This is an optimization exercise on Yosys and OpenROAD, whose aim is small area, a short achievable clock period and few clock cycles per item, not a production implementation. In this exercise RTL edits were held to simulation tests only and were not proved equivalent to the original. No activity file was given, so power comes from the tool's default toggle rates.

<file path="design/flow/flow/run.sh">
#!/bin/bash
# Standard ORFS layout (the standard.sh), with a larger setup-slack
# target for timing repair and buf_2 cells as the port buffers.
set -euo pipefail
export SETUP_SLACK_MARGIN=6.0
export BUFFER_PORTS_ARGS="-buffer_cell sky130_fd_sc_hd__buf_2"
bash standard.sh > standard.log 2>&1
</file>
<file path="design/flow/standard.sh">
#!/bin/bash
# synth_recipe.tcl (not shown) runs the flow's synth.tcl, then flattens the netlist and writes it again
# the make line also repeats each setting of config.mk as NAME=value (left out here)
make -C /OpenROAD-flow-scripts/flow DESIGN_CONFIG=/design/flow/config.mk WORK_HOME=/design/flow/orfs CLKGATE_MAP_FILE= SYNTH_SCRIPT=/design/flow/synth_recipe.tcl "${@:-finish}"
</file>
<file path="design/flow/config.mk">
export PLATFORM = sky130hd
export DESIGN_NAME = tone_divisor_search
export DESIGN_NICKNAME = tone_divisor_search
export VERILOG_FILES = /design/flow/design.v
export SDC_FILE = /design/flow/constraint.sdc
export NUM_CORES = 4
export LEC_CHECK = 0
export CAP_MARGIN = 20
export CORE_MARGIN = 2
export CORE_UTILIZATION = 40
export CTS_BUF_LIST = sky130_fd_sc_hd__clkbuf_4 sky130_fd_sc_hd__clkbuf_8
export PLACE_DENSITY = 0.6
export SLEW_MARGIN = 20
</file>
<file path="design/flow/constraint.sdc">
create_clock -name core_clock -period 10.0 [get_ports {clk}]
set_input_delay 2.0000 -clock core_clock [delete_from_list [all_inputs] [get_ports {clk}]]
set_output_delay 2.0000 -clock core_clock [all_outputs]
set_load 0.01 [all_outputs]
</file>
<file path="design/flow/design.v">
module tone_divisor_search (
    input  wire        clk,
    input  wire        rst,       
    input  wire        start,
    input  wire [31:0] hz,        
    output wire        ready,
    output reg         done,
    output wire [7:0]  div,       
    output wire [15:0] cmp,       
    output wire [33:0] err        
);
    localparam [25:0] N = 26'd42000000;
    localparam [1:0] P_DIV = 2'd0, P_RND = 2'd1, P_NEG = 2'd2, P_SHF = 2'd3;
    reg        busy;
    reg        uq;        
    reg        cq;        
    reg        tq;        
    reg        nq;        
    reg [1:0]  ph;
    reg        bigq;      
    reg [4:0]  cnt;       
    reg        nb;        
    reg [31:0] hzr;
    reg [33:0] R;         
    reg [15:0] X;         
    reg [1:0]  K;         
    assign ready = ~busy;
    assign div   = {K == 2'd3, 1'b0, K == 2'd2, 1'b0, K == 2'd1, 1'b0, K == 2'd0, 1'b0};
    assign cmp   = X;
    assign err   = {R[33:1], 1'b0};
    wire acc = start & ~busy;
    wire t10 = |hz[31:10];
    wire t12 = |hz[31:12];
    wire t13 = |hz[31:13];
    wire t14 = |hz[31:14];
    wire t15 = |hz[31:15];
    wire t18 = |hz[31:18];
    wire s8  = t18;
    wire s11 = t15 & ~t18;
    wire s12 = t14 & ~t15;
    wire s13 = t13 & ~t14;
    wire s14 = t12 & ~t13;
    wire s16 = t10 & ~t12;
    wire s22 = ~t10;
    wire [26:0] r_in = ({27{s8}}  & (N >> 8))  | ({27{s11}} & (N >> 11)) |
                       ({27{s12}} & (N >> 12)) | ({27{s13}} & (N >> 13)) |
                       ({27{s14}} & (N >> 14)) | ({27{s16}} & (N >> 16)) |
                       ({27{s22}} & (N >> 22));
    wire [4:0]  c_in = ({5{s8}}  & 5'd7)  | ({5{s11}} & 5'd10) | ({5{s12}} & 5'd11) |
                       ({5{s13}} & 5'd12) | ({5{s14}} & 5'd13) | ({5{s16}} & 5'd15) |
                       ({5{s22}} & 5'd21);    
    wire        n_in = |({s8, s11, s12, s13, s14, s16, s22} &
                         {N[7], N[10], N[11], N[12], N[13], N[15], N[21]});
    wire ge641 = (hzr >= 32'd641);
    wire ge161 = (hzr >= 32'd161);
    wire ge41  = (hzr >= 32'd41);
    wire [1:0] k   = {~ge161, (~ge641 & ge161) | ~ge41};
    wire       lo25 = (hzr[31:25] == 7'd0);
    wire [6:0] hm1  = hzr[31:25] - 7'd1;
    wire        tiny   = (hzr[31:4] == 28'd0) && (hzr[3:0] <= 4'd10);
    wire [3:0]  t_hi   = 4'd10 - hzr[3:0];
    wire [9:0]  t_lo   = 10'd890 + {6'd0, hzr[3:0]};
    wire [26:0] r_tiny = {t_hi, 6'd0, t_lo, 7'd0};
    wire        dv    = busy & (ph == P_DIV);
    wire        rn    = busy & (ph == P_RND);
    wire        ng    = busy & (ph == P_NEG);
    wire        sh    = busy & (ph == P_SHF);
    wire        x0    = (X == 16'd0);
    wire        bstop = dv & (cnt == 5'd1) & x0 & ~cy;    
    wire [25:0] A     = uq ? {1'b0, R[24:0]} : {R[24:0], nb};
    wire [26:0] S2    = {1'b0, A[24:0], 1'b1} + {1'b0, ~hzr[24:0], cq};
    wire [24:0] S     = S2[25:1];
    wire        c25   = S2[26];
    wire        cy    = (c25 | A[25]) & lo25 & ~tiny;   
    wire        take  = nq | (tq & cy);
    wire        tdv   = dv & tiny;
    wire [24:0] r_lo  = take ? (S ^ {25{nq}}) : acc ? r_in[24:0] :
                        tdv ? r_tiny[24:0] : A[24:0];
    wire [6:0]  hi7   = c25 ? hm1 : hzr[31:25];
    wire [8:0]  r_hi  = (sh | (rn & ~cy)) ? R[32:24] :
                        ng ? {2'b0, hi7 & {7{bigq}}} :
                        tdv ? {7'd0, r_tiny[26:25]} :
                        busy ? 9'd0 : acc ? {7'd0, r_in[26:25]} : R[33:25];
    wire [15:0] x_inc = X + 16'd1;
    wire        x_up  = (rn & cy) | (ng & bigq);
    wire last = (cnt == {2'd0, k, 1'b0});
    wire [1:0] ph_nx = {busy & (ph[1] | ph[0] | bstop),
                        busy & ((dv & last) | (rn & ~cy) | ng | sh)};
    wire fin = tdv | (rn & ~cy & (k == 2'd0)) | (ng & (k == 2'd0) & ~bigq) |
               (sh & (cnt == 5'd0));
    wire busy_nx = ~rst & (busy ? ~fin : acc);
    wire done_nx = ~rst & busy & fin;
    wire bigq_nx = busy & (bigq | bstop);
    always @(posedge clk) begin
        busy <= busy_nx;
        done <= done_nx;
        uq   <= ~busy_nx | (ph_nx == P_NEG);
        cq   <= busy_nx & ((ph_nx == P_DIV) | ((ph_nx == P_NEG) & ~bigq_nx));
        tq   <= busy_nx & ((ph_nx == P_DIV) | (ph_nx == P_RND));
        nq   <= busy_nx & (ph_nx == P_NEG);
    end
    always @(posedge clk) begin
        ph <= ph_nx;
        if (!busy) begin
            hzr  <= hz;
            cnt  <= c_in;
            nb   <= n_in;
        end else begin
            K <= k;
            nb <= dv & ~last & N[cnt - 5'd1];
            if (bstop)
                cnt <= 5'd1;
            else if (dv || sh)
                cnt <= cnt - 5'd1;
        end
        bigq <= bigq_nx;
        R <= {r_hi, r_lo};
        if (acc)
            X <= 16'd0;
        else if (tdv)
            X <= 16'hFFFF;
        else if (dv)
            X <= {X[14:0], cy | (cnt == 5'd1 && x0)};
        else if (x_up)
            X <= x_inc;
    end
endmodule
</file>
==> results of run 1 <==
## synth_stat cells, types with 7 or more instances
cell,instances,area (um2)
edfxtp_1,48,1440
xor2_1,17,149
dfxtp_1,51,1020
a211oi_1,20,150
nand3_1,18,90.1
a21o_1,15,113
o221ai_1,7,61.3
or3_1,11,68.8
mux2i_1,13,130
xnor2_1,16,140
nand4_1,9,56.3
and3_1,8,50.1
a2111oi_0,7,61.3
nor3_1,37,185
nor4_1,15,93.8
nand2b_1,7,43.8
a31oi_1,13,81.3
buf_4,40,300
mux2_2,30,338
clkbuf_1,27,101
o21a_1,9,67.6
ha_1,40,500
o211ai_1,9,67.6
a21oi_1,58,290
inv_1,52,195
nand2_1,50,188
o21ai_0,39,195
and2_1,10,62.6
nor2_1,57,214
## final timing paths
path	cells after the start	endpoint	slack [ps]	from
max	11	R[31]	6230	uq
min	2	bigq	540	bigq
max reg2reg	11	R[31]	6230	uq
min reg2reg	2	bigq	540	bigq
## registers in the layout, indices dropped and copies added (netlist names), 2 cells and up
signal,flops
cnt,5
hzr,32
K,2
ph,2
R,34
X,16
## timing repair
item | 4_1_cts | 5_1_grt
hold buffers | 0 | 0
pin swaps | 0 | 0
setup buffers | 2 | 0
gates resized for setup | 0 | 10
setup endpoints to repair | 23 | 39
## worst min-delay path: cells and delay by family (launching register included)
kind,cells,cell delay (ps)
flip-flops,1,330
buffers and inverters,1,100
AO/OA/AOI/OAI,1,70
## cell usage in the layout (no fill, tap or decap), types with 10 or more instances in the layout
master,instances
edfxtp_1,48
ha_1,40
buf_4,11
a31oi_1,13
or3_1,11
xor2_1,17
dfxtp_1,51
o21ai_0,39
a211oi_1,19
mux2i_1,13
a21oi_1,57
buf_2,89
inv_1,51
nor3_1,34
a21o_1,15
nor4_1,15
mux2_2,30
xnor2_1,16
nor2_1,57
and2_1,10
nand3_1,18
nand2_1,50
## metal layers
layer | share of wire (%) | up-vias | track usage (%)
met5 | 0 | - | 0
met1 | 46 | 3006 | 28.7
met4 | 2.0 | 0 | 6.66
met2 | 46 | 211 | 32.8
li1 | - | 3110 | -
met3 | 5.5 | 27 | 3.74
## power by group
| part | internal [uW] | switching [uW] | total [uW] |
|---|---|---|---|
| Clock | 120 | 166 | 286 |
| Combinational | 145 | 202 | 347 |
| Sequential | 460 | 34.1 | 494 |
| Total | 725 | 402 | 1130 |
## per-stage QoR
stage               instance area, um2  hold WS, ps  setup WS [ps]  cells  power, uW
floorplan                         7220          463           6130    831        765
global placement                  7600          520           5960   1085        843
detailed placement                7600          523           5810   1085        843
CTS                               7830          540           5940   1103       1130
global route                      7870          561           6000   1103       1190
finish                            7870          542           6230   1103       1130
## area by class of cell
| class | count | area [um2] |
|---|---|---|
| clock inverter | 7 | 81.3 |
| inverter | 53 | 199 |
| clock buffer | 9 | 124 |
| timing repair buffer | 101 | 539 |
| multi-input combinational | 605 | 4180 |
| fill | 1795 | 9970 |
| sequential | 99 | 2460 |
| tap | 229 | 287 |
## cells by family after synthesis
logic type      count (synthesis)  synth area share, %
mux                            43                 6.50
compound gates                232                 21.7
other cells                     1               0.0521
xor+xnor                       33                 4.01
flops                          99                 34.2
simple gates                  251                 17.6
buf+inv                       127                 8.79
fa+ha+maj                      41                 7.23
==> impl_results.md, run 1 <==
* Worst path cell trace: buf_6 > mux2_2 > ha_1 > and3_1 > o21a_1 > a311oi_2 > and3_1 > a211o_2 > nand2_1 > a211oi_4 > a22o_1
* Area grow syn2layout at 9.26%
* Crit path arrival time at 4030 ps
* Skew final at between 20 and 25 ps
* Die span in y at 138 um
* Die Area at 19,100 um2
* Final hold vios at 0
* Distinct cells, synth at 71
* First-pass GRT wire length at 31.8 mm
* Final antenna-violating net count at 0
* RePlAce Congestion at 0.918
* Antenna violations before repair at 0
* Worst-Skew Late Latency at 400 ps
* HPWL Detailed at 15.2 mm
* # diodes at 0
* Via Count at 6,354
* Largest net degree at the start of global routing at 43
* Port Buffers at 89
* Worst setup SP type: flop
* GRT overflow at 0
* Clk root buf: clkbuf_8
* Critical-path top delay cell: a211oi_4
* Clock tree buffer depth at 2
* Worst Setup Path Type: flop to flop
* Global router's overall resource usage at between 20% and 30%
* Vias per cell at 5.76
* Util after Layout at 44.1%
* Yosys warns at 1
* Max-cap viol count at 0
* Min cycle time layout at 3770 ps
* Worst hold path type: flop to flop
* CTS tree: built
* Routed len/inst at 18.3 um
* Nets at 945
* Syn Area/Cell at about 8.7 um2
* Worst-Margin Slew at 944 ps
* Required time of the worst setup path at about 10,000 ps
* Vias in the first global route at 5,966
* VDD IR max at 63.0 uV
* Fmax at 265 MHz
* Most used cell along the critical path: and3_1
* # IOs at 95
* Post-Route Setup TNS at 0 ps
* Final slew viol count at 0
* Post-route DRC at 0
* CP max FO at 26
* Mapped Area at 7200 um2
* Buf+Inv Stages, Crit Path at 1
* Initial DRC Count at 696
* Setup violators final at 0
* Drt pass-1 iters at 5
* EDFF count, synth at 48
* Most used DFF post-synth: dfxtp_1
* Number of H-tree levels at 3
* RSZ-0062 raised after global routing: false
* Pleak at around 0.0033 uW
* Final wirelength at 20.2 mm
* Die width at 138 um
* Clock net sink count at between 90 and 100
* Slew headroom at between 30 and 40%
* Power per cell area at 143 nW/um2
* Status: finished clean
* Clk pin slew, worst setup/hold paths at 110 ps
* Share of post-route cells with drive strength above 1 at 19.1%
* Post-synthesis async set-or-reset flop share at 0%
* Critical Path Sink Type: flop
* Largest stage delay, worst path at 450 ps
* Post-Syn Instances at 827
* Yosys reg bits at 99
* CP top delay family: compound AO/OA/AOI/OAI gates
* Period utilization at 37.7%
* Starting Density at 40.4%
* Rows at 49
* CTS Buf Count at 9
* Sequential area share after synthesis at 34.2%
* Core area at 17,800 um2
Testbench counts, summed over its fixed seeds: cycles 19,890, items 1,280.
==> inputs of run 2 (changes only) <==
==> design/flow/flow/run.sh (replaced) <==
#!/bin/bash
# Standard ORFS layout (the standard.sh), with a larger setup-slack
# target for timing repair and buf_2 cells as the port buffers.
set -euo pipefail
export SETUP_SLACK_MARGIN=6.5
export BUFFER_PORTS_ARGS="-buffer_cell sky130_fd_sc_hd__buf_2"
bash standard.sh > standard.log 2>&1
==> run 2 against run 1 <==
  * Still clean
  * Sequential share of layout area down 2.9 points
  * Clock skew down 1.7 ps
  * Via count up 3.9%
==> impl_results.md, run 2 <==
* Synth top area cells: edfxtp_1 (20%), dfxtp_1 (14%), ha_1 (7.0%), mux2_2 (4.7%), buf_4 (4.2%)
* Number of H-tree levels at 3 (unchanged)
* Number of flip-flops in the largest register at 34 (unchanged)
* Final WS setup at 6540 ps (+315 ps)
* CP startpoint: uq
* Hold wc startpoint: X[13]
* Required time of the worst setup path at 10,290 ps (+30 ps)
* Vias per cell at 5.84 (+1.3%)
* Die width at 138 um (unchanged)
* Final antenna-violating net count at 0 (unchanged)
* Starting Density at 40.4% (unchanged)
* Die span in y at 138 um (unchanged)
* Via Count at 6,603 (+3.9%)
* EDFF count, synth at 48 (unchanged)
* Port Buffers at 89 (unchanged)
* Worst-Margin Slew at 715 ps (-228 ps)
* CP max FO at 7 (-73%)
* Vias in the first global route at 6,078 (+1.9%)
* Distinct cells, synth at 71 (unchanged)
* Clock net sink count at 99 (unchanged)
* Antenna violations before repair at 0 (unchanged)
* Period utilization at 34.6% (-3.1 points)
* Mapped Area at 7200 um2 (unchanged)
* Nets at 973 (+3.0%)
* CTS Buf Count at 9 (unchanged)
* Largest register by flop count: R
* First-pass GRT wire length at 32.9 mm (+3.6%)
* Final slew viol count at 0 (unchanged)
* Routed len/inst at 19.1 um (+4.3%)
* Clock tree buffer depth at 2 (unchanged)
* GRT overflow at 0 (unchanged)
* Status: finished clean
* Post-route DRC at 0 (unchanged)
* Largest area contributor in the netlist: edfxtp_1
* Post-synthesis async set-or-reset flop share at 0% (unchanged)
* Power per cell area at 141 nW/um2 (-1.5%)
* Number of hold buffers added after CTS at 0 (unchanged)
* Slew headroom at 52.0% (+15 points)
* Most used DFF post-synth: dfxtp_1
* Pleak at 0.00353 uW (+8.1%)
* Worst path cell trace: buf_12 > mux2_4 > ha_4 > nor2b_4 > o31a_1 > o31a_1 > o211ai_1 > buf_4 > buf_6 > a211oi_4 > nor2_4 > a2111o_1 > buf_6 > inv_1 > o21ai_1
* Final wirelength at 21.6 mm (+7.0%)
* Global router's overall resource usage at 21.5% (+0.82 points)
* Commonest cells in the netlist: a21oi_1 (58), nor2_1 (57), inv_1 (52)
* Fmax at 289 MHz (+9.1%)
* Crit path arrival time at 3750 ps (-280 ps)
* Clk root buf: clkbuf_8
* Commonest non-fill, non-tap cell in the layout: buf_2
* Initial DRC Count at 496 (-29%)
* Rows at 49 (unchanged)
* Post-Syn Instances at 827 (unchanged)
* Util after Layout at 48.7% (+4.6 points)
* # IOs at 95 (unchanged)
* Drt pass-1 iters at 6 (+1)
* Max-cap viol count at 0 (unchanged)
* Skew final at 19.3 ps (-1.75 ps)
* Clk pin slew, worst setup/hold paths at 110 ps (about the same)
* Most frequent cell after synthesis: a21oi_1
* Largest stage delay, worst path at 520 ps (+70 ps)
* Syn Area/Cell at 8.71 um2 (unchanged)
* Worst setup SP type: flop
* Critical-path top delay cell: a2111o_1
* Area fraction of the dominant cell type after synthesis at 20.0% (unchanged)
* RePlAce Congestion at 0.925 (+0.73%)
* Min cycle time layout at 3460 ps (-315 ps)
* Most frequent cells in the layout: buf_2 (90), nor2_1 (55), a21oi_1 (53)
* Critical Path Sink Type: flop
* Worst Setup Path Type: flop to flop
* VDD IR max at 71.8 uV (+14%)
* CTS tree: built
* Setup violators final at 0 (unchanged)
* Biggest regs: R x34, hzr x32, X x16
* Post-Route Setup TNS at 0 ps (unchanged)
* Share of post-route cells with drive strength above 1 at 27.9% (+8.8 points)
* Final hold vios at 0 (unchanged)
* Yosys reg bits at 99 (unchanged)
* HPWL Detailed at 15.3 mm (+0.54%)
* Yosys warns at 1 (unchanged)
* Core area at 17,800 um2 (unchanged)
* Pre-CTS setup slack at 5810 ps (-2.23 ps)
* Origin of the critical flop-to-flop path: uq
* Worst-Skew Late Latency at 400 ps (about the same)
* Largest net degree at the start of global routing at 43 (unchanged)
* Sequential area share after synthesis at 34.2% (unchanged)
* Area grow syn2layout at 20.8%
* Die Area at 19,100 um2 (unchanged)
* # diodes at 0 (unchanged)
* CP top delay family: compound AO/OA/AOI/OAI gates
* Buf+Inv Stages, Crit Path at 5 (+4)
* RSZ-0062 raised after global routing: true
* Worst hold path type: flop to flop
run 2: cell types whose count changed in the layout (fill, tap and decap cells not counted), sizes merged:
cell,change
inv,-1
clkinvlp,+1
buf,+27
bufinv,+1
clkbuf,+1
clkinv,-1
run 2: final cells by class:
type                       instances  area (um2)
clock buffer                       9         124
timing repair buffer             129         837
sequential                        99        2470
fill                            1699        9140
inverter                          53         199
clock inverter                     7        98.8
multi-input combinational        605        4680
tap                              229         287
run 2: routing by layer:
metal	vias up	global-route usage [%]	share of wire (%)
li1	3172	-	-
met4	0	8.16	2.0
met1	3169	28.4	44
met2	232	35.1	48
met3	30	4.16	5.4
met5	-	0	0
run 2: worst register-to-register path, stage by stage (launching register included):
cell	delay [ps]
dfxtp_4	420
buf_12	150
mux2_4	330
ha_4	280
nor2b_4	150
o31a_1	190
o31a_1	190
o211ai_1	100
buf_4	180
buf_6	130
a211oi_4	360
nor2_4	80
a2111o_1	520
buf_6	160
inv_1	50
o21ai_1	60
run 2: path summary, 6_finish.rpt:
check / end / slack [ps] / cells after the start
worst max-delay path: uq / 6540 / 15
worst min-delay path: X[13] / 540 / 2
worst max register to register: uq / 6540 / 15
worst min register to register: X[13] / 540 / 2
run 2: through the flow:
stage                     area [um2]  hold slack, ps  instances  total power, uW
after floorplan                 7240             463        831              766
after global placement          7600             527       1084              845
after detailed placement        7600             523       1084              845
after CTS                       8080             539       1109             1160
after global routing            8700             574       1131             1290
final                           8700             536       1131             1230
run 2: repair_timing:
item / CTS / global route
buffers inserted: 8 / 20
resized for setup: 33 / 80
pin swaps: 4 / 22
endpoints found under the setup margin: 64 / 61
gates cloned: 1 / 2
run 2: power by group:
group / total [uW] / internal, uW / switching (uW)
clock: 300 / 143 / 158
combinational: 431 / 199 / 232
sequential: 495 / 460 / 35.6
run 2: logic make-up after synthesis:
logic type                 count (synthesis)  share of synthesized area, %
other                                      1                        0.0521
AOI/OAI and AO/OA                        232                          21.7
muxes                                     43                          6.50
DFF                                       99                          34.2
and+or+nand+nor                          251                          17.6
buffers and inverters                    127                          8.79
xor gates and xnor gates                  33                          4.01
adders and majority gates                 41                          7.23
==> inputs of run 3 (changes only) <==
--- a/design/flow/config.mk
+++ b/design/flow/config.mk
@@ -9,5 +9,4 @@
 export CORE_MARGIN = 2
 export CORE_UTILIZATION = 40
-export CTS_BUF_LIST = sky130_fd_sc_hd__clkbuf_4 sky130_fd_sc_hd__clkbuf_8
 export PLACE_DENSITY = 0.6
 export SLEW_MARGIN = 20
==> run 3 against run 2 <==
  * Cell count shrank 1.3%
  * Clock power grew 29%
  * Critical path type unchanged
  * Sequential share of layout area up 0.42 points
  * Cell area fell by 1.5%
  * Still clean on timing, DRC and antenna
  * Critical endpoint is now R[23]
  * Worst hold slack got worse by 7.1 ps
  * Utilization is 0.72 points lower
==> impl_results.md, run 3 <==
* Antenna violations before repair at 0 (unchanged)
* CTS tree: built
* Clock net sink count at 99 (unchanged)
* RSZ-0062 raised after global routing: true
* Rows at 49 (unchanged)
* GRT overflow at 0 (unchanged)
* Final WS setup at 6560 ps (+17.1 ps)
* # diodes at 0 (unchanged)
* Crit path capture: R[23]
* HPWL Detailed at 15.3 mm (unchanged)
* Starting Density at 40.4% (unchanged)
* Number of H-tree levels at 3 (unchanged)
* Syn Area/Cell at 8.71 um2 (unchanged)
* Commonest cells in the netlist: a21oi_1 (58), nor2_1 (57), inv_1 (52)
* Die span in y at 138 um (unchanged)
* Final hold vios at 0 (unchanged)
* Number of flip-flops in the largest register at 34 (unchanged)
* Most used DFF post-synth: dfxtp_1
* Share of post-route cells with drive strength above 1 at 26.2% (-1.8 points)
* Pre-CTS setup slack at 5810 ps (unchanged)
* Core area at 17,800 um2 (unchanged)
* DP Area at 7600 um2 (unchanged)
* Largest area contributor in the netlist: edfxtp_1
* CTS Buf Count at 9 (unchanged)
* Distinct cells, synth at 71 (unchanged)
* Critical-path top delay cell: dfxtp_4
* Largest register by flop count: R
* Initial DRC Count at 514 (+3.6%)
* Synth top area cells: edfxtp_1 (20%), dfxtp_1 (14%), ha_1 (7.0%), mux2_2 (4.7%), buf_4 (4.2%)
* Hold wc startpoint: X[13]
* Sequential area share after synthesis at 34.2% (unchanged)
* Routed len/inst at 18.8 um (-1.6%)
* Worst Setup Path Type: flop to flop
* Clk pin slew, worst setup/hold paths at 80 ps (-30 ps)
* Setup violators final at 0 (unchanged)
* Required time of the worst setup path at 10,260 ps (-30 ps)
* Vias per cell at 5.83 (-0.11%)
* Yosys warns at 1 (unchanged)
* Yosys reg bits at 99 (unchanged)
* Final instance area at 8570 um2 (-1.5%)
* Pleak at 0.00346 uW (-2.0%)
* Worst-case reg-to-reg path depth at 14 (-1)
* Most frequent cell after synthesis: a21oi_1
* Die width at 138 um (unchanged)
* Post-Syn Instances at 827 (unchanged)
* Area fraction of the dominant cell type after synthesis at 20.0% (unchanged)
* Fmax at 291 MHz (+0.50%)
* Crit path arrival time at 3700 ps (-50 ps)
* Commonest non-fill, non-tap cell in the layout: buf_2
* Status: finished clean
* First-pass GRT wire length at 33.0 mm (+0.15%)
* Biggest regs: R x34, hzr x32, X x16
* CP max FO at 13 (+6)
* Most frequent cells in the layout: buf_2 (89), nor2_1 (55), a21oi_1 (54)
* Worst setup SP type: flop
* Post-route DRC at 0 (unchanged)
* Final wirelength at 21.0 mm (-2.9%)
* EDFF count, synth at 48 (unchanged)
* Post-Route Setup TNS at 0 ps (unchanged)
* Largest net degree at the start of global routing at 43 (unchanged)
* Slew headroom at 51.3% (-0.69 points)
* Area grow syn2layout at 19.0%
* Worst reg-to-reg setup slack at 6560 ps (+20 ps)
* VDD IR max at 87.5 uV (+22%)
* Global router's overall resource usage at 21.5% (-0.022 points)
* CP startpoint: uq
* Period utilization at 34.4% (-0.17 points)
* Vias in the first global route at 6,085 (+0.12%)
* Mapped Area at 7200 um2 (unchanged)
* RePlAce Congestion at 0.925 (unchanged)
* CP top delay family: compound AO/OA/AOI/OAI gates
* Largest stage delay, worst path at 380 ps (-140 ps)
* Critical Path Sink Type: flop
* Port Buffers at 89 (unchanged)
* Worst-Skew Late Latency at 360 ps (-40 ps)
* Min cycle time layout at 3440 ps (-17.1 ps)
* Final slew viol count at 0 (unchanged)
* Drt pass-1 iters at 5 (-1)
* Final antenna-violating net count at 0 (unchanged)
* Max-cap viol count at 0 (unchanged)
* Number of hold buffers added after CTS at 0 (unchanged)
* Worst path cell trace: buf_12 > mux2_2 > inv_1 > fa_2 > nor2b_2 > o31a_1 > o31a_1 > o211ai_1 > buf_4 > buf_4 > a21boi_0 > or3_1 > and2_1 > a221o_1
* Worst hold path type: flop to flop
* Nets at 958 (-1.5%)
* Skew final at 12.9 ps (-6.42 ps)
* Via Count at 6,508 (-1.4%)
* CP Depth at 14 (-1)
* Post-synthesis async set-or-reset flop share at 0% (unchanged)
* Power per cell area at 150 nW/um2 (+6.5%)
* Clock tree buffer depth at 2 (unchanged)
* Die Area at 19,100 um2 (unchanged)
* # IOs at 95 (unchanged)
* Worst r2r dst: R[23]
* Buf+Inv Stages, Crit Path at 4 (-1)
* Hold slack final at 529 ps (-7.15 ps)
* Origin of the critical flop-to-flop path: uq
* Clk root buf: clkbuf_16
* Worst-Margin Slew at 725 ps (+10.3 ps)
run 3: cell counts after synthesis:
Identical to the previous run, type by type.
run 3: power breakdown:
part           switching (uW)  total [uW]  leakage (uW)  internal (uW)
clock network             167         388      0.000152            221
registers                35.4         495      0.000911            460
logic                     224         405       0.00240            181
total                     426        1290       0.00346            862
run 3: timing repair:
| action | 4_1_cts | 5_1_grt |
|---|---|---|
| endpoints found under the hold margin | 0 | 0 |
| pin swaps | 4 | 17 |
| setup endpoints to repair | 64 | 56 |
| buffers inserted | 8 | 7 |
| resized for setup | 33 | 56 |
| cloned | 1 | 0 |
run 3: metrics by stage:
| step | instances | utilization, % | total power (uW) |
|---|---|---|---|
| after floorplan | 831 | - | 766 |
| after global placement | 1084 | 42.6 | 845 |
| after detailed placement | 1084 | 42.6 | 845 |
| after CTS | 1109 | 46.0 | 1250 |
| after global routing | 1116 | 48.0 | 1350 |
| final | 1116 | 48.0 | 1290 |
run 3: final cells by class:
class,count,area (um2)
clock buffers,9,225
clock inverters,7,98.8
fillers,1707,9270
inverters,53,199
multi-input cells,605,4590
flip-flops and latches,99,2470
well taps,229,287
repair buffers,114,703
run 3: worst min-delay path by stage:
stage	cells past startpoint	end	slack (ps)
2_1_floorplan	0	K[0]	460
6_report	2	X[13]	530
3_3_place_gp	2	bigq	530
4_1_cts	2	X[13]	540
5_1_grt	2	X[13]	570
3_5_place_dp	2	X[13]	520
run 3: worst register-to-register path, stage by stage, from the launching register on:
cell and delay, ps:
dfxtp_4 380, buf_12 160, mux2_2 380, inv_1 80, fa_2 230, nor2b_2 50
o31a_1 320, o31a_1 310, o211ai_1 180, buf_4 180, buf_4 160, a21boi_0 100
or3_1 330, and2_1 170, a221o_1 300
run 3: per-layer routing:
metal  up-vias  wire length (um)  GRT usage [%]
li1       3139                 -              -
met1      3092              9420           28.6
met2       246              9960           35.7
met3        31              1240           4.16
met4         0               392           6.12
met5         -                 0              0
run 3: cells by family (layout without fill, tap and decap cells):
| kind of cell | Yosys count | after routing | synth area share (%) |
|---|---|---|---|
| AOI/OAI and AO/OA | 232 | 232 | 21.7 |
| xor gates and xnor gates | 33 | 33 | 4.01 |
| adders and majority gates | 41 | 41 | 7.23 |
| buffers and inverters | 127 | 183 | 8.79 |
| DFF | 99 | 99 | 34.2 |
| muxes | 43 | 43 | 6.50 |
| other | 1 | 5 | 0.0521 |
| and+or+nand+nor | 251 | 251 | 17.6 |
==> inputs of run 4 (changes only) <==
==> design/flow/flow/run.sh (replaced) <==
#!/bin/bash
# Standard ORFS layout (the standard.sh), with a larger setup-slack
# target for timing repair and buf_2 cells as the port buffers.
set -euo pipefail
export SETUP_SLACK_MARGIN=7.0
export BUFFER_PORTS_ARGS="-buffer_cell sky130_fd_sc_hd__buf_2"
bash standard.sh > standard.log 2>&1
==> run 4 against run 3 <==
  * Highest routed layer unchanged
  * Sequential share of layout area decreased by 3.6 points
  * Total power rose by 7.3%
  * Global-route usage rose by 1.8 points
  * Cell area grew 16%
  * Wire length increased by 11%
  * Critical endpoint is now R[25]
  * Still clean
  * Clock skew decreased by 1.4 ps
  * Register-to-register slack improved by 90 ps
==> impl_results.md, run 4 <==
* Status: finished clean
* Area of the multi-input gates at 5250 um2 (+14%)
* Skew final at 11.5 ps (-1.40 ps)
* Largest stage delay, worst path at 420 ps (+40 ps)
* Hold slack final at 509 ps (-20.5 ps)
* # IOs at 95 (unchanged)
* Commonest non-fill, non-tap cell in the layout: buf_2
* Register area at 2490 um2 (+1.1%)
* Fillers at 1,575 (-7.7%)
* Share of post-route cells with drive strength above 1 at 41.1% (+15 points)
* Post-route DRC at 0 (unchanged)
* Crit path arrival time at 3460 ps (-240 ps)
* Min cycle time layout at 3350 ps (-89.6 ps)
* Largest net degree at the start of global routing at 40 (-7.0%)
* Clk pin slew, worst setup/hold paths at 70 ps (about the same)
* Worst Hold End: X[1]
* Final Power at 1380 uW (+7.3%)
* Worst path cell trace: buf_12 > buf_16 > mux2_2 > ha_4 > nand2_1 > o21ai_2 > a311oi_2 > and3_4 > a211o_4 > nand2_4 > a211oi_4 > buf_4 > a221o_1
* Hold wc startpoint: X[1]
* Area fraction of the dominant cell type after synthesis at 20.0% (unchanged)
* Post-Route Setup TNS at 0 ps (unchanged)
* Syn Area/Cell at 8.71 um2 (unchanged)
* Clk root buf: clkbuf_16
* Worst setup SP type: flop
* Die Area at 19,100 um2 (unchanged)
* First-pass GRT wire length at 35.7 mm (+8.2%)
* Most frequent cells in the layout: buf_2 (83), buf_4 (59), inv_1 (50), nor2_1 (50), edfxtp_1 (48)
* # diodes at 0 (unchanged)
* Worst Setup Path Type: flop to flop
* Synth top area cells: edfxtp_1 (20%), dfxtp_1 (14%), ha_1 (7.0%), mux2_2 (4.7%), buf_4 (4.2%)
* Commonest cells in the netlist: a21oi_1 (58), nor2_1 (57), inv_1 (52)
* GRT overflow at 0 (unchanged)
* Core area at 17,800 um2 (unchanged)
* Mapped Area at 7200 um2 (unchanged)
* Post-synthesis async set-or-reset flop share at 0% (unchanged)
* Most used DFF post-synth: dfxtp_1
* Clk pwr share at 27.3% (-2.8 points)
* Die width at 138 um (unchanged)
* Routed len/inst at 19.8 um (+5.2%)
* Util after Layout at 55.5% (+7.5 points)
* HPWL Detailed at 15.4 mm (+0.54%)
* Antenna violations before repair at 0 (unchanged)
* Sw Ratio at 33.8% (+0.77 points)
* Clock tree buffer depth at 2 (unchanged)
* P_sw at 468 uW (+9.8%)
* EDFF count, synth at 48 (unchanged)
* RSZ-0062 raised after global routing: true
* Pleak at 0.00400 uW (+16%)
* Global router's overall resource usage at 23.3% (+1.8 points)
* Required time of the worst setup path at 10,100 ps (-160 ps)
* Distinct cells, synth at 71 (unchanged)
* Post-Syn Instances at 827 (unchanged)
* Port Buffers at 89 (unchanged)
* Critical Path Sink Type: flop
* Rows at 49 (unchanged)
* Final wirelength at 23.3 mm (+11%)
* CTS Buf Count at 9 (unchanged)
* Final hold vios at 0 (unchanged)
* Drt pass-1 iters at 5 (unchanged)
* VDD IR max at 86.9 uV (-0.66%)
* Worst r2r dst: R[25]
* Slew headroom at 39.8% (-12 points)
* Nets at 1,021 (+6.6%)
* CP max FO at 7 (-6)
* Starting Density at 40.4% (unchanged)
* Number of H-tree levels at 3 (unchanged)
* RePlAce Congestion at 0.892 (-3.5%)
* Sequential area share after synthesis at 34.2% (unchanged)
* Number of hold buffers added after CTS at 0 (unchanged)
* Worst reg-to-reg setup slack at 6650 ps (+90 ps)
* Internal Dissipation at 915 uW (+6.1%)
* Comb pwr share at 36.8% (+5.4 points)
* Worst-Margin Slew at 897 ps (+172 ps)
* Worst hold path depth at 2 (unchanged)
* Power per cell area at 140 nW/um2 (-7.1%)
* Number of flip-flops in the largest register at 34 (unchanged)
* Flop pwr share at 35.9% (-2.6 points)
* Setup violators final at 0 (unchanged)
* Yosys reg bits at 99 (unchanged)
* CTS tree: built
* Worst-Skew Late Latency at 360 ps (about the same)
* Worst-case reg-to-reg path depth at 13 (-1)
* Critical-path top delay cell: dfxtp_4
* Fmax at 298 MHz (+2.7%)
* Die span in y at 138 um (unchanged)
* Max-cap viol count at 0 (unchanged)
* Yosys warns at 1 (unchanged)
* Largest area contributor in the netlist: edfxtp_1
* Largest register by flop count: R
* Area grow syn2layout at 37.5%
* Most frequent cell after synthesis: a21oi_1
* Initial DRC Count at 538 (+4.7%)
* Vias in the first global route at 6,570 (+8.0%)
* Final slew viol count at 0 (unchanged)
* Biggest regs: R x34, hzr x32, X x16
* Origin of the critical flop-to-flop path: uq
* Final antenna-violating net count at 0 (unchanged)
* Vias per cell at 5.89 (+1.0%)
* Clock net sink count at 99 (unchanged)
* Via Count at 6,944 (+6.7%)
* Worst hold path type: flop to flop
* Period utilization at 33.5% (-0.90 points)
-- run 4: cell counts after synthesis --
Identical to the previous run, type by type.
-- run 4: cell families after synthesis --
family          synth area share (%)
flops                           34.2
xor+xnor                        4.01
buf+inv                         8.79
fa+ha+maj                       7.23
other cells                   0.0521
simple gates                    17.6
mux                             6.50
compound gates                  21.7
-- run 4: timing repair --
item / in CTS / in global routing
setup buffers: 63 / 15
cloned: 3 / 0
pin swaps: 66 / 36
gates resized for setup: 153 / 59
endpoints found under the setup margin: 81 / 74
-- run 4: worst max-delay path by stage --
stage,startpoint,endpoint,slack [ps],cells after the start
2_1_floorplan,hz[27],R[1],6710,7
3_3_place_gp,uq,X[9],6040,11
3_5_place_dp,uq,X[9],5900,11
4_1_cts,uq,R[25],6710,14
5_1_grt,uq,X[12],6600,16
6_report,uq,R[25],6650,13
-- run 4: power by group through the flow --
stage	logic [uW]	clock network, uW	registers [uW]
after global routing	549	396	501
after global placement	366	0	503
final	509	378	496
after CTS	455	383	496
after floorplan	301	0	491
after detailed placement	367	0	504
-- run 4: metal layers --
metal | global-route usage, % | part of all wire [%] | vias to the layer above
li1 | - | - | 3276
met5 | 0 | 0 | -
met2 | 38.4 | 48 | 225
met1 | 31.6 | 45 | 3407
met4 | 8.70 | 2.4 | 0
met3 | 2.94 | 4.8 | 36
-- run 4: layout make-up --
cell class                 count  share of cell area [%]
inverter                      53                    2.06
clock inverter                 5                   0.607
tap                          229                    2.89
timing repair buffer         177                    13.7
sequential                    99                    25.2
multi-input combinational    605                    53.0
clock buffer                  11                    2.58
-- run 4: worst max-delay path: cells and delay by family, from the launching register on --
kind,cells,cell delay (ps)
AO/OA/AOI/OAI,5,1130
multiplexers,1,390
flip-flops,1,420
AND/OR/NAND/NOR,3,440
buffers and inverters,3,400
adder cells (fa/ha/maj),1,310
-- run 4: through the flow --
step / instances / setup WS, ps / cell area [um2]
after floorplan: 831 / 6710 / 7650
after global placement: 1082 / 6040 / 7940
after detailed placement: 1082 / 5900 / 7940
after CTS: 1164 / 6710 / 9500
after global routing: 1179 / 6600 / 9900
final: 1179 / 6650 / 9900
==> inputs of run 5 (changes only) <==
--- a/design/flow/design.v
+++ b/design/flow/design.v
@@ -22,5 +22,5 @@
     reg        nb;        
     reg [31:0] hzr;
-    reg [33:0] R;         
+    reg [26:0] R;         
     reg [15:0] X;         
     reg [1:0]  K;         
@@ -28,5 +28,5 @@
     assign div   = {K == 2'd3, 1'b0, K == 2'd2, 1'b0, K == 2'd1, 1'b0, K == 2'd0, 1'b0};
     assign cmp   = X;
-    assign err   = {R[33:1], 1'b0};
+    assign err   = {hzr[31:25], R[26:1], 1'b0};
     wire acc = start & ~busy;
     wire t10 = |hz[31:10];
@@ -78,8 +78,7 @@
                         tdv ? r_tiny[24:0] : A[24:0];
     wire [6:0]  hi7   = c25 ? hm1 : hzr[31:25];
-    wire [8:0]  r_hi  = (sh | (rn & ~cy)) ? R[32:24] :
-                        ng ? {2'b0, hi7 & {7{bigq}}} :
-                        tdv ? {7'd0, r_tiny[26:25]} :
-                        busy ? 9'd0 : acc ? {7'd0, r_in[26:25]} : R[33:25];
+    wire [1:0]  r_hi  = (sh | (rn & ~cy)) ? R[25:24] :
+                        tdv ? r_tiny[26:25] :
+                        busy ? 2'd0 : acc ? r_in[26:25] : R[26:25];
     wire [15:0] x_inc = X + 16'd1;
     wire        x_up  = (rn & cy) | (ng & bigq);
@@ -103,9 +102,9 @@
         ph <= ph_nx;
         if (!busy) begin
-            hzr  <= hz;
             cnt  <= c_in;
             nb   <= n_in;
         end else begin
-            K <= k;
+            if (dv)
+                K <= k;
             nb <= dv & ~last & N[cnt - 5'd1];
             if (bstop)
@@ -116,4 +115,8 @@
         bigq <= bigq_nx;
         R <= {r_hi, r_lo};
+        if (acc)
+            hzr <= hz;
+        else if (ng && bigq)
+            hzr[31:25] <= hi7;
         if (acc)
             X <= 16'd0;
==> design/flow/flow/run.sh (replaced) <==
#!/bin/bash
# Standard ORFS layout (the standard.sh), with a larger setup-slack
# target for timing repair and buf_2 cells as the port buffers.
set -euo pipefail
export SETUP_SLACK_MARGIN=6.5
export BUFFER_PORTS_ARGS="-buffer_cell sky130_fd_sc_hd__buf_2"
bash standard.sh > standard.log 2>&1
==> run 5 against run 4 <==
  * Still clean
  * Utilization shrank 9.1 points
  * Clock power shrank about 10%
  * Sequential power shrank 5.8%
  * Flip-flop and latch count shrank 7
  * Setup slack lost 85 ps
  * Clock skew is essentially flat
  * Via count shrank 10%
  * Critical path depth shrank 3
  * Wire length shrank 17%
  * Worst hold slack lost 35 ps
  * Non-clock buffer count shrank 68
  * Critical endpoint is now R[7]
  * Largest power group is now sequential cells
==> impl_results.md, run 5 <==
* Largest register by flop count: hzr
* # IOs at 95 (unchanged)
* Largest net degree at the start of global routing at 56 (+40%)
* Crit path arrival time at 3680 ps (+220 ps)
* Min cycle time layout at 3440 ps (+85.1 ps)
* Worst hold path type: flop to flop
* Slew headroom at 59.8% (+20 points)
* CP max FO at 5 (-2)
* Area grow syn2layout at 14.0%
* Pleak at 0.00327 uW (-18%)
* Syn Area/Cell at 8.51 um2 (-2.3%)
* Most frequent cell after synthesis: a21oi_1
* HPWL Detailed at 13.9 mm (-9.8%)
* Max-cap viol count at 0 (unchanged)
* Sequential area share after synthesis at 32.1% (-2.1 points)
* Comb pwr share at 34.9% (-1.9 points)
* Worst setup SP type: primary input
* Worst-Margin Slew at 600 ps (-297 ps)
* Core area at 17,200 um2 (-3.4%)
* CTS tree: built
* Final slew viol count at 0 (unchanged)
* Final wirelength at 19.3 mm (-17%)
* RSZ-0062 raised after global routing: true
* Most used DFF post-synth: dfxtp_1
* Nets at 944 (-7.5%)
* Pre-CTS setup slack at 5480 ps (-416 ps)
* Largest stage delay, worst path at 300 ps (-120 ps)
* Die Area at 18,600 um2 (-2.5%)
* Global router's overall resource usage at 20.9% (-2.4 points)
* Number of flip-flops in the largest register at 32 (-5.9%)
* Biggest regs: hzr x32, R x27, X x16
* Final hold vios at 0 (unchanged)
* Final antenna-violating net count at 0 (unchanged)
* VDD IR max at 86.1 uV (-0.91%)
* Post-Syn Instances at 825 (-0.24%)
* Status: finished clean
* Fmax at 291 MHz (-2.5%)
* Sw Ratio at 34.9% (+1.1 points)
* Fillers at 1,675 (+6.3%)
* Required time of the worst setup path at 10,250 ps (+150 ps)
* Drt pass-1 iters at 5 (unchanged)
* First-pass GRT wire length at 30.3 mm (-15%)
* Clock net sink count at 92 (-7.1%)
* Die span in y at 136 um (-1.2%)
* Antenna violations before repair at 0 (unchanged)
* Worst path cell trace: buf_2 > nor4_2 > nand4_1 > buf_4 > nor3_4 > nand2b_1 > nor3_1 > o21ai_0 > nor4b_1 > a211oi_1
* Vias per cell at 5.69 (-3.4%)
* Worst-Skew Late Latency at 350 ps (about the same)
* Commonest non-fill, non-tap cell in the layout: buf_2
* Port Buffers at 89 (unchanged)
* Number of H-tree levels at 3 (unchanged)
* Rows at 48 (-2.0%)
* Clk root buf: clkbuf_16
* Die width at 136 um (-1.2%)
* Post-synthesis async set-or-reset flop share at 0% (unchanged)
* Commonest cells in the netlist: a21oi_1 (65), nor2_1 (64), nand2_1 (62)
* Vias in the first global route at 5,668 (-14%)
* Yosys reg bits at 92 (-7.1%)
* Setup violators final at 0 (unchanged)
* RePlAce Congestion at 0.880 (-1.4%)
* Final WS setup at 6560 ps (-85.1 ps)
* Critical-path top delay cell: nor4_2
* Clk pwr share at 27.4% (about the same)
* Synth top area cells: edfxtp_1 (18%), dfxtp_1 (15%), ha_1 (7.1%), a21oi_1 (4.6%), buf_4 (4.5%)
* EDFF count, synth at 41 (-15%)
* Starting Density at 40.7% (+0.36 points)
* Yosys warns at 1 (unchanged)
* Period utilization at 34.4% (+0.85 points)
* Via Count at 6,249 (-10%)
* Largest area contributor in the netlist: edfxtp_1
* Internal Dissipation at 805 uW (-12%)
* Routed len/inst at 17.6 um (-11%)
* Distinct cells, synth at 82 (+15%)
* Number of hold buffers added after CTS at 0 (unchanged)
* GRT overflow at 0 (unchanged)
* CTS Buf Count at 9 (unchanged)
* Initial DRC Count at 436 (-19%)
* Clock tree buffer depth at 2 (unchanged)
* Share of post-route cells with drive strength above 1 at 24.4% (-17 points)
* Area fraction of the dominant cell type after synthesis at 17.5% (-2.5 points)
* Flop pwr share at 37.7% (+1.8 points)
* Mapped Area at 7020 um2 (-2.5%)
* Power per cell area at 155 nW/um2 (+11%)
* Most frequent cells in the layout: buf_2 (89), a21oi_1 (64), nor2_1 (62)
* Buf+Inv Stages, Crit Path at 2 (-1)
* CP top delay family: simple AND/OR/NAND/NOR gates
* Post-Route Setup TNS at 0 ps (unchanged)
* Worst Setup Path Type: primary input to flop
* Post-route DRC at 0 (unchanged)
* Skew final at 11.0 ps (-0.497 ps)
* P_sw at 432 uW (-7.6%)
* Critical Path Sink Type: flop
* # diodes at 0 (unchanged)
* Clk pin slew, worst setup/hold paths at 60 ps (about the same)
==> run 5: path summary, 6_finish.rpt <==
check / from / to / slack [ps] / cells past startpoint
setup reg to reg: uq / nq / 6660 / 13
hold reg to reg: bigq / bigq / 470 / 2
setup / recovery: hz[18] / R[7] / 6560 / 10
hold / removal: bigq / bigq / 470 / 2
==> run 5: layout make-up <==
class                      count  area, um2  share of cell area (%)
clock buffer                  13        270                    3.38
clock inverter                 3       21.3                   0.266
inverter                      48        181                    2.27
multi-input combinational    608       4350                    54.4
sequential                    92       2260                    28.2
tap                          225        282                    3.52
timing repair buffer         109        639                    7.99
==> run 5: power groups by stage <==
stage,logic [uW],registers (uW),clock network [uW]
after global routing,475,473,361
after CTS,400,466,348
after detailed placement,392,474,0
after global placement,392,473,0
final,431,467,339
after floorplan,322,462,0
==> run 5: routing by layer <==
metal  part of all wire [%]  wire length, um  up-vias  GRT usage (%)
li1                       -                -     3076              -
met1                     45             8690     2921           28.8
met2                     46             8890      216           33.2
met3                    5.8             1120       36           2.65
met4                    3.0              571        0           8.22
met5                      0                0        -              0
==> run 5: worst min-delay path, cell delays in order (launching register included) <==
cell and delay, ps:
dfxtp_1 310, inv_1 60, a21oi_1 60
==> run 5: metrics by stage <==
step / hold slack [ps] / std cells / cell area [um2] / power, uW / util [%]
global route: 512 / 1098 / 8000 / 1310 / 46.4
floorplan: 443 / 829 / 7040 / 784 / -
CTS: 477 / 1092 / 7750 / 1210 / 45.0
finish: 474 / 1098 / 8000 / 1240 / 46.4
global placement: 456 / 1069 / 7330 / 865 / 42.5
detailed placement: 466 / 1069 / 7330 / 866 / 42.5
==> run 5: kinds of logic (layout without fill, tap and decap cells) <==
family	Yosys count	in the layout	synth area share (%)
AND/OR/NAND/NOR	251	251	17.5
AO/OA/AOI/OAI	244	244	24.1
buffers and inverters	129	173	9.41
flip-flops	92	92	32.1
adder cells (fa/ha/maj)	41	41	7.42
XOR/XNOR	37	37	4.62
multiplexers	30	30	4.72
other	1	5	0.0534
==> run 5: what timing repair did <==
action / 4_1_cts / 5_1_grt
gates resized for setup: 17 / 39
setup endpoints to repair: 54 / 41
gates cloned: 0 / 1
pin swaps: 4 / 13
setup buffers: 7 / 5
Testbench counts of run 5, summed over its fixed seeds: cycles 19,890, items 1,280.
==> inputs of run 6 (changes only) <==
==> design/flow/flow/run.sh (replaced) <==
#!/bin/bash
# Standard ORFS layout (the standard.sh), with a larger setup-slack
# target for timing repair and buf_2 cells as the port buffers.
set -euo pipefail
export SETUP_SLACK_MARGIN=6.75
export BUFFER_PORTS_ARGS="-buffer_cell sky130_fd_sc_hd__buf_2"
bash standard.sh > standard.log 2>&1
--- a/design/flow/config.mk
+++ b/design/flow/config.mk
@@ -11,2 +11,3 @@
 export PLACE_DENSITY = 0.6
 export SLEW_MARGIN = 20
+export TNS_END_PERCENT = 0
==> run 6 against run 5 <==
  * Largest cell class unchanged
  * Worst hold slack improved by 8.4 ps
  * Critical path type unchanged
  * Count of clock-buffer cells in the layout decreased by 2
  * Sequential share of layout area decreased by 0.33 points
  * Sequential power about the same
==> impl_results.md, run 6 <==
* Core area at 17,200 um2 (unchanged)
* # diodes at 0 (unchanged)
* Area fraction of the dominant cell type after synthesis at 17.5% (unchanged)
* Drt pass-1 iters at 5 (unchanged)
* Main combinational cell family by area after synthesis: compound AO/OA/AOI/OAI gates
* Clock net sink count at 92 (unchanged)
* Worst setup SP type: primary input
* Vias per cell at 5.62 (-1.2%)
* Post-Synth Adder-Cell Area at 7.42% (unchanged)
* Rows at 48 (unchanged)
* Final slew viol count at 0 (unchanged)
* Number of flip-flops in the largest register at 32 (unchanged)
* Port Buffers at 89 (unchanged)
* Compound-Gate Fraction of Synth Area at 24.1% (unchanged)
* Final antenna-violating net count at 0 (unchanged)
* CTS tree: built
* Most frequent cells in the layout: buf_2 (89), a21oi_1 (64), nor2_1 (60), nand2_1 (60), o21ai_0 (56)
* Pre-CTS setup slack at 5650 ps (+171 ps)
* Power per cell area at 152 nW/um2 (-2.0%)
* Setup violators final at 0 (unchanged)
* Register area at 2260 um2 (unchanged)
* Post-route DRC at 0 (unchanged)
* Xor/xnor share of the synthesized area at 4.62% (unchanged)
* Worst path cell trace: buf_2 > nor4_4 > nand4_1 > buf_4 > nor3_4 > buf_4 > o31ai_1 > a2111oi_0 > a211o_1
* Clock tree buffer depth at 2 (unchanged)
* Synth top area cells: edfxtp_1 (18%), dfxtp_1 (15%), ha_1 (7.1%), a21oi_1 (4.6%), buf_4 (4.5%)
* Largest stage delay, worst path at 440 ps (+140 ps)
* Initial DRC Count at 488 (+12%)
* Min cycle time layout at 3400 ps (-34.7 ps)
* Share of post-route cells with drive strength above 1 at 25.7% (+1.3 points)
* Sequential area share after synthesis at 32.1% (unchanged)
* Final hold vios at 0 (unchanged)
* Vias in the first global route at 5,803 (+2.4%)
* Worst Setup Path Type: primary input to flop
* Via Count at 6,217 (-0.51%)
* Number of H-tree levels at 3 (unchanged)
* CTS Buf Count at 9 (unchanged)
* Most frequent cell after synthesis: a21oi_1
* Clk pin slew, worst setup/hold paths at 70 ps (about the same)
* Most used DFF post-synth: dfxtp_1
* Die width at 136 um (unchanged)
* EDFF count, synth at 41 (unchanged)
* Mapped Area at 7020 um2 (unchanged)
* Crit path arrival time at 3710 ps (+30 ps)
* Status: finished clean
* Worst-Skew Late Latency at 350 ps (about the same)
* Largest area contributor in the netlist: edfxtp_1
* RePlAce Congestion at 0.917 (+4.2%)
* Required time of the worst setup path at 10,300 ps (+50 ps)
* RSZ-0062 raised after global routing: true
* Area grow syn2layout at 15.3%
* Post-Route Setup TNS at 0 ps (unchanged)
* Final WS setup at 6600 ps (+34.7 ps)
* Number of hold buffers added after CTS at 0 (unchanged)
* First-pass GRT wire length at 31.0 mm (+2.4%)
* Critical Path Sink Type: flop
* Yosys reg bits at 92 (unchanged)
* Final wirelength at 19.5 mm (+1.3%)
* Commonest non-fill, non-tap cell in the layout: buf_2
* GRT overflow at 0 (unchanged)
* Die Area at 18,600 um2 (unchanged)
* Most used cell along the critical path: buf_4
* Routed len/inst at 17.7 um (+0.60%)
* Max-cap viol count at 0 (unchanged)
* Skew final at 10.6 ps (-0.354 ps)
* Die span in y at 136 um (unchanged)
* VDD IR max at 86.2 uV (about the same)
* Post-Syn Instances at 825 (unchanged)
* Yosys warns at 1 (unchanged)
* Distinct cells, synth at 82 (unchanged)
* Period utilization at 34.0% (-0.35 points)
* Area of the multi-input gates at 4380 um2 (+0.81%)
* HPWL Detailed at 13.9 mm (+0.48%)
* Clk root buf: clkbuf_16
* Slew headroom at 63.5% (+3.8 points)
* # IOs at 95 (unchanged)
* Nets at 953 (+0.95%)
* Synth Area in Simple Gates at 17.5% (unchanged)
* Worst-Margin Slew at 544 ps (-56.2 ps)
* Global router's overall resource usage at 21.6% (+0.74 points)
* Syn Area/Cell at 8.51 um2 (unchanged)
* Critical-path top delay cell: a2111oi_0
* Post-synthesis async set-or-reset flop share at 0% (unchanged)
* Largest register by flop count: hzr
* Largest net degree at the start of global routing at 55 (-1.8%)
* Fillers at 1,685 (+0.60%)
* Antenna violations before repair at 0 (unchanged)
* Fmax at 294 MHz (+1.0%)
* Biggest regs: hzr x32, R x27, X x16
* Commonest cells in the netlist: a21oi_1 (65), nor2_1 (64), nand2_1 (62)
* Worst hold path type: flop to flop
* CP max FO at 3 (-2)
* Multiplexer area fraction after synthesis at 4.72% (unchanged)
* Starting Density at 40.7% (unchanged)
* Pleak at 0.00332 uW (+1.4%)
## run 6: cell counts after synthesis
No cell type changed its count.
## run 6: timing repair
item | in CTS | in global routing
gates cloned | 2 | 0
buffers inserted | 17 | 3
setup endpoints to repair | 65 | 61
gates resized for setup | 41 | 14
pin swaps | 14 | 4
## run 6: layout make-up
class | instances | share of cell area [%]
multi-input cells | 609 | 54.2
flip-flops and latches | 92 | 27.9
inverters | 48 | 2.24
well taps | 225 | 3.48
repair buffers | 117 | 8.81
clock buffers | 11 | 3.14
clock inverters | 4 | 0.294
## run 6: stage by stage
| stage | std cells | util, % | power, uW | hold slack, ps | area [um2] |
|---|---|---|---|---|---|
| after detailed placement | 1069 | 42.6 | 865 | 461 | 7350 |
| after global placement | 1069 | 42.6 | 865 | 460 | 7350 |
| after global routing | 1106 | 47.0 | 1290 | 503 | 8090 |
| after floorplan | 829 | - | 784 | 443 | 7070 |
| final | 1106 | 47.0 | 1230 | 482 | 8090 |
| after CTS | 1103 | 46.4 | 1220 | 486 | 8000 |
## run 6: worst paths after layout
check / to / slack (ps) / start / cells past startpoint
max: R[1] / 6600 / hz[18] / 9
min: bigq / 480 / bigq / 2
max reg2reg: nq / 6700 / uq / 13
min reg2reg: bigq / 480 / bigq / 2
## run 6: cell families (layout without fill, tap and decap cells)
group	Yosys count	count (layout)
AO/OA/AOI/OAI	244	245
XOR/XNOR	37	37
multiplexers	30	30
flip-flops	92	92
AND/OR/NAND/NOR	251	251
buffers and inverters	129	180
adder cells (fa/ha/maj)	41	41
other	1	5
## run 6: critical path, delay by kind of cell
family,cells,cell delay (ps)
buffers and inverters,3,450
AOI/OAI and AO/OA,3,690
and+or+nand+nor,3,570
## run 6: report_power, final
| part | internal [uW] | switching, uW |
|---|---|---|
| sequential | 429 | 37.0 |
| combinational | 185 | 243 |
| clock | 182 | 151 |
## run 6: routing by layer
| layer | GRT usage (%) | routed length, um |
|---|---|---|
| met1 | 29.9 | 9020 |
| met2 | 34.5 | 9120 |
| met3 | 2.95 | 985 |
| met4 | 7.87 | 414 |
| met5 | 0 | 0 |
==> inputs of run 7 (changes only) <==
==> design/flow/flow/run.sh (replaced) <==
#!/bin/bash
# Standard ORFS layout (the standard.sh), with a larger setup-slack
# target for timing repair and buf_2 cells as the port buffers.
set -euo pipefail
export SETUP_SLACK_MARGIN=6.5
export BUFFER_PORTS_ARGS="-buffer_cell sky130_fd_sc_hd__buf_2"
bash standard.sh > standard.log 2>&1
--- a/design/flow/config.mk
+++ b/design/flow/config.mk
@@ -9,4 +9,5 @@
 export CORE_MARGIN = 2
 export CORE_UTILIZATION = 40
+export CTS_BUF_LIST = sky130_fd_sc_hd__clkbuf_8 sky130_fd_sc_hd__clkbuf_16
 export PLACE_DENSITY = 0.6
 export SLEW_MARGIN = 20
==> run 7 against run 6 <==
  * Largest power group unchanged
  * Global-route usage is 0.47 points lower
  * Sequential share of layout area is 0.42 points higher
  * Highest routed layer unchanged
  * Combinational power is 1% lower
==> impl_results.md, run 7 <==
* Status: finished clean
* Post-Syn Instances at 825 (unchanged)
* Util after Layout at 46.3% (-0.70 points)
* Final WS setup at 6580 ps (-16.4 ps)
* Flop pwr share at 37.3% (-0.7 points)
* CP max FO at 13 (+10)
* Commonest cells in the netlist: a21oi_1 (65), nor2_1 (64), nand2_1 (62)
* Clock net sink count at 92 (unchanged)
* Clock tree buffer depth at 2 (unchanged)
* Die width at 136 um (unchanged)
* Power per cell area at 157 nW/um2 (+3.8%)
* Pre-CTS setup slack at 5550 ps (-107 ps)
* Post-Synth Adder-Cell Area at 7.42% (unchanged)
* Sequential area share after synthesis at 32.1% (unchanged)
* Max-cap viol count at 0 (unchanged)
* Share of post-route cells with drive strength above 1 at 23.8% (-1.8 points)
* GRT overflow at 0 (unchanged)
* Vias per cell at 5.59 (-0.57%)
* Final slew viol count at 0 (unchanged)
* Port Buffers at 89 (unchanged)
* Hold wc startpoint: bigq
* Fmax at 293 MHz (-0.48%)
* Comb pwr share at 33.7% (-1.2 points)
* Clk pin slew, worst setup/hold paths at 70 ps (about the same)
* Starting Density at 40.7% (unchanged)
* Area fraction of the dominant cell type after synthesis at 17.5% (unchanged)
* Worst Hold End: bigq
* Via Count at 6,137 (-1.3%)
* Yosys warns at 1 (unchanged)
* Worst-case reg-to-reg path depth at 12 (-1)
* Post-route DRC at 0 (unchanged)
* Number of H-tree levels at 3 (unchanged)
* RePlAce Congestion at 0.930 (+1.3%)
* Post-synthesis async set-or-reset flop share at 0% (unchanged)
* Required time of the worst setup path at 10,270 ps (-30 ps)
* # diodes at 0 (unchanged)
* Area grow syn2layout at 13.6%
* Sw Ratio at 35.6% (+0.46 points)
* Final antenna-violating net count at 0 (unchanged)
* Vias in the first global route at 5,718 (-1.5%)
* Synth top area cells: edfxtp_1 (18%), dfxtp_1 (15%), ha_1 (7.1%), a21oi_1 (4.6%), buf_4 (4.5%)
* Clk root buf: clkbuf_16
* Pleak at 0.00326 uW (-1.6%)
* First-pass GRT wire length at 30.6 mm (-1.3%)
* Synth Area in Simple Gates at 17.5% (unchanged)
* Slew headroom at 60.4% (-3.1 points)
* Distinct cells, synth at 82 (unchanged)
* Most frequent cells in the layout: buf_2 (89), a21oi_1 (64), nor2_1 (63)
* Syn Area/Cell at 8.51 um2 (unchanged)
* Worst hold path depth at 2 (unchanged)
* Internal Dissipation at 808 uW (+1.5%)
* Final wirelength at 19.6 mm (+0.13%)
* CTS Buf Count at 9 (unchanged)
* Worst setup SP type: flop
* Nets at 944 (-0.94%)
* Number of hold buffers added after CTS at 0 (unchanged)
* Number of flip-flops in the largest register at 32 (unchanged)
* Commonest non-fill, non-tap cell in the layout: buf_2
* Worst r2r dst: cq
* VDD IR max at 87.9 uV (+2.0%)
* Final hold vios at 0 (unchanged)
* Compound-Gate Fraction of Synth Area at 24.1% (unchanged)
* Worst-Margin Slew at 589 ps (+45.4 ps)
* Min cycle time layout at 3420 ps (+16.4 ps)
* Initial DRC Count at 431 (-12%)
* RSZ-0062 raised after global routing: true
* Setup violators final at 0 (unchanged)
* Largest area contributor in the netlist: edfxtp_1
* Main combinational cell family by area after synthesis: compound AO/OA/AOI/OAI gates
* CTS tree: built
* Crit path arrival time at 3690 ps (-20 ps)
* Worst Setup Path Type: flop to flop
* Origin of the critical flop-to-flop path: uq
* Most used DFF post-synth: dfxtp_1
* Drt pass-1 iters at 5 (unchanged)
* Period utilization at 34.2% (+0.16 points)
* Worst reg-to-reg setup slack at 6580 ps (-120 ps)
* Multiplexer area fraction after synthesis at 4.72% (unchanged)
* Worst hold path type: flop to flop
* Largest net degree at the start of global routing at 56 (+1.8%)
* Post-Route Setup TNS at 0 ps (unchanged)
* Routed len/inst at 17.8 um (+0.86%)
* Skew final at 15.7 ps (+5.06 ps)
* P_sw at 446 uW (+3.6%)
* Largest register by flop count: hzr
* # IOs at 95 (unchanged)
* Worst-Skew Late Latency at 360 ps (about the same)
* Mapped Area at 7020 um2 (unchanged)
* Critical Path Sink Type: flop
* Final Power at 1250 uW (+2.2%)
* Biggest regs: hzr x32, R x27, X x16
* Clk pwr share at 29.1% (+2.0 points)
* Global router's overall resource usage at 21.2% (-0.47 points)
* Antenna violations before repair at 0 (unchanged)
* Xor/xnor share of the synthesized area at 4.62% (unchanged)
* Core area at 17,200 um2 (unchanged)
* Die span in y at 136 um (unchanged)
* Most frequent cell after synthesis: a21oi_1
* Rows at 48 (unchanged)
* Die Area at 18,600 um2 (unchanged)
* HPWL Detailed at 14.0 mm (+0.58%)
* Yosys reg bits at 92 (unchanged)
* EDFF count, synth at 41 (unchanged)
run 7: cell counts after synthesis:
No cell type changed its count.
run 7: metal layers:
layer | up-vias | part of all wire [%] | track usage [%]
li1 | 3052 | - | -
met1 | 2872 | 47 | 28.5
met2 | 195 | 47 | 35.3
met3 | 18 | 5.4 | 3.58
met4 | 0 | 1.3 | 5.15
met5 | - | 0 | 0
run 7: stage by stage:
step | hold WS, ps | std cells | cell area, um2
floorplan | 443 | 829 | 7040
global placement | 456 | 1070 | 7340
detailed placement | 461 | 1070 | 7340
CTS | 473 | 1089 | 7670
global route | 502 | 1098 | 7970
finish | 474 | 1098 | 7970
run 7: repair_timing:
action / in CTS / in global routing
pin swaps: 1 / 10
buffers inserted: 3 / 8
gates cloned: 0 / 1
setup endpoints to repair: 53 / 63
resized for setup: 3 / 40
run 7: logic make-up after synthesis:
logic type      count (synthesis)
xor+xnor                       37
compound gates                244
buf+inv                       129
other cells                     1
flops                          92
simple gates                  251
fa+ha+maj                      41
mux                            30
run 7: area by class of cell:
type                            instances  area (um2)
Tap cell                              225         282
Timing Repair Buffer                  109         661
Sequential cell                        92        2260
Clock inverter                          7        80.1
Clock buffer                            9         225
Multi-Input combinational cell        608        4290
Fill cell                            1706        9260
Inverter                               48         181
run 7: worst max-delay path by stage:
stage,start,end,slack [ps]
floorplan,start,hzr[25],6450
global placement,hz[27],R[7],5610
detailed placement,hz[18],R[7],5550
CTS,start,R[0],6090
global route,uq,cq,6430
finish,uq,cq,6580
run 7: power by group through the flow:
stage	clock [uW]	combinational, uW	sequential, uW
finish	365	422	467
global route	388	469	473
CTS	369	395	466
detailed placement	0	393	474
global placement	0	392	474
floorplan	0	322	462
run 7: worst max-delay path, stage by stage, from the launching register on:
cell and delay (ps):
dfxtp_4 400, buf_12 160, mux2_2 360, ha_1 340, o21ai_1 140, a211oi_4 330, o2111ai_4 210, nor2_4 140
o21a_4 180, o21ai_4 120, a32o_2 290, a2111oi_4 400, nor3b_2 250

what the ideal ports hide:
The results above use ideal ports. As a check the final layouts listed here were re-extracted and re-timed, cells and wires unchanged.
Step 1: set_driving_cell puts a clkbuf_16 on clk and a buf_2 on each other input, an assumption about the parent block.
Step 2 moves the port delays by t, midway between the first and last clock arrival at a register: inputs arrive t later, outputs are due t later. That takes back most of the time a late clock gives input paths.
Slacks: no drivers / after step 1 / after step 2; pairs: no drivers / after step 1.
run | t (ns) | slack for setup (ns) | worst slew at a driven data input, ns
run 1 | 0.425 | 6.227 / 6.227 / 5.937 | 0.05
run 2 | 0.427 | 6.542 / 6.542 / 6.196 | 0.05
run 3 | 0.401 | 6.559 / 6.559 / 6.211 | 0.05
run 4 | 0.399 | 6.649 / 6.649 / 6.421 | 0.05
run 5 | 0.393 | 6.564 / 6.583 / 6.191 | 0.04
run 6 | 0.393 | 6.599 / 6.624 / 6.231 | 0.03
run 7 | 0.392 | 6.582 / 6.582 / 6.239 | 0.03
After both steps every run listed still meets setup and hold. The setup slack of run 5, which loses most, moves by +0.019 ns with the drivers and by -0.373 ns with both steps.
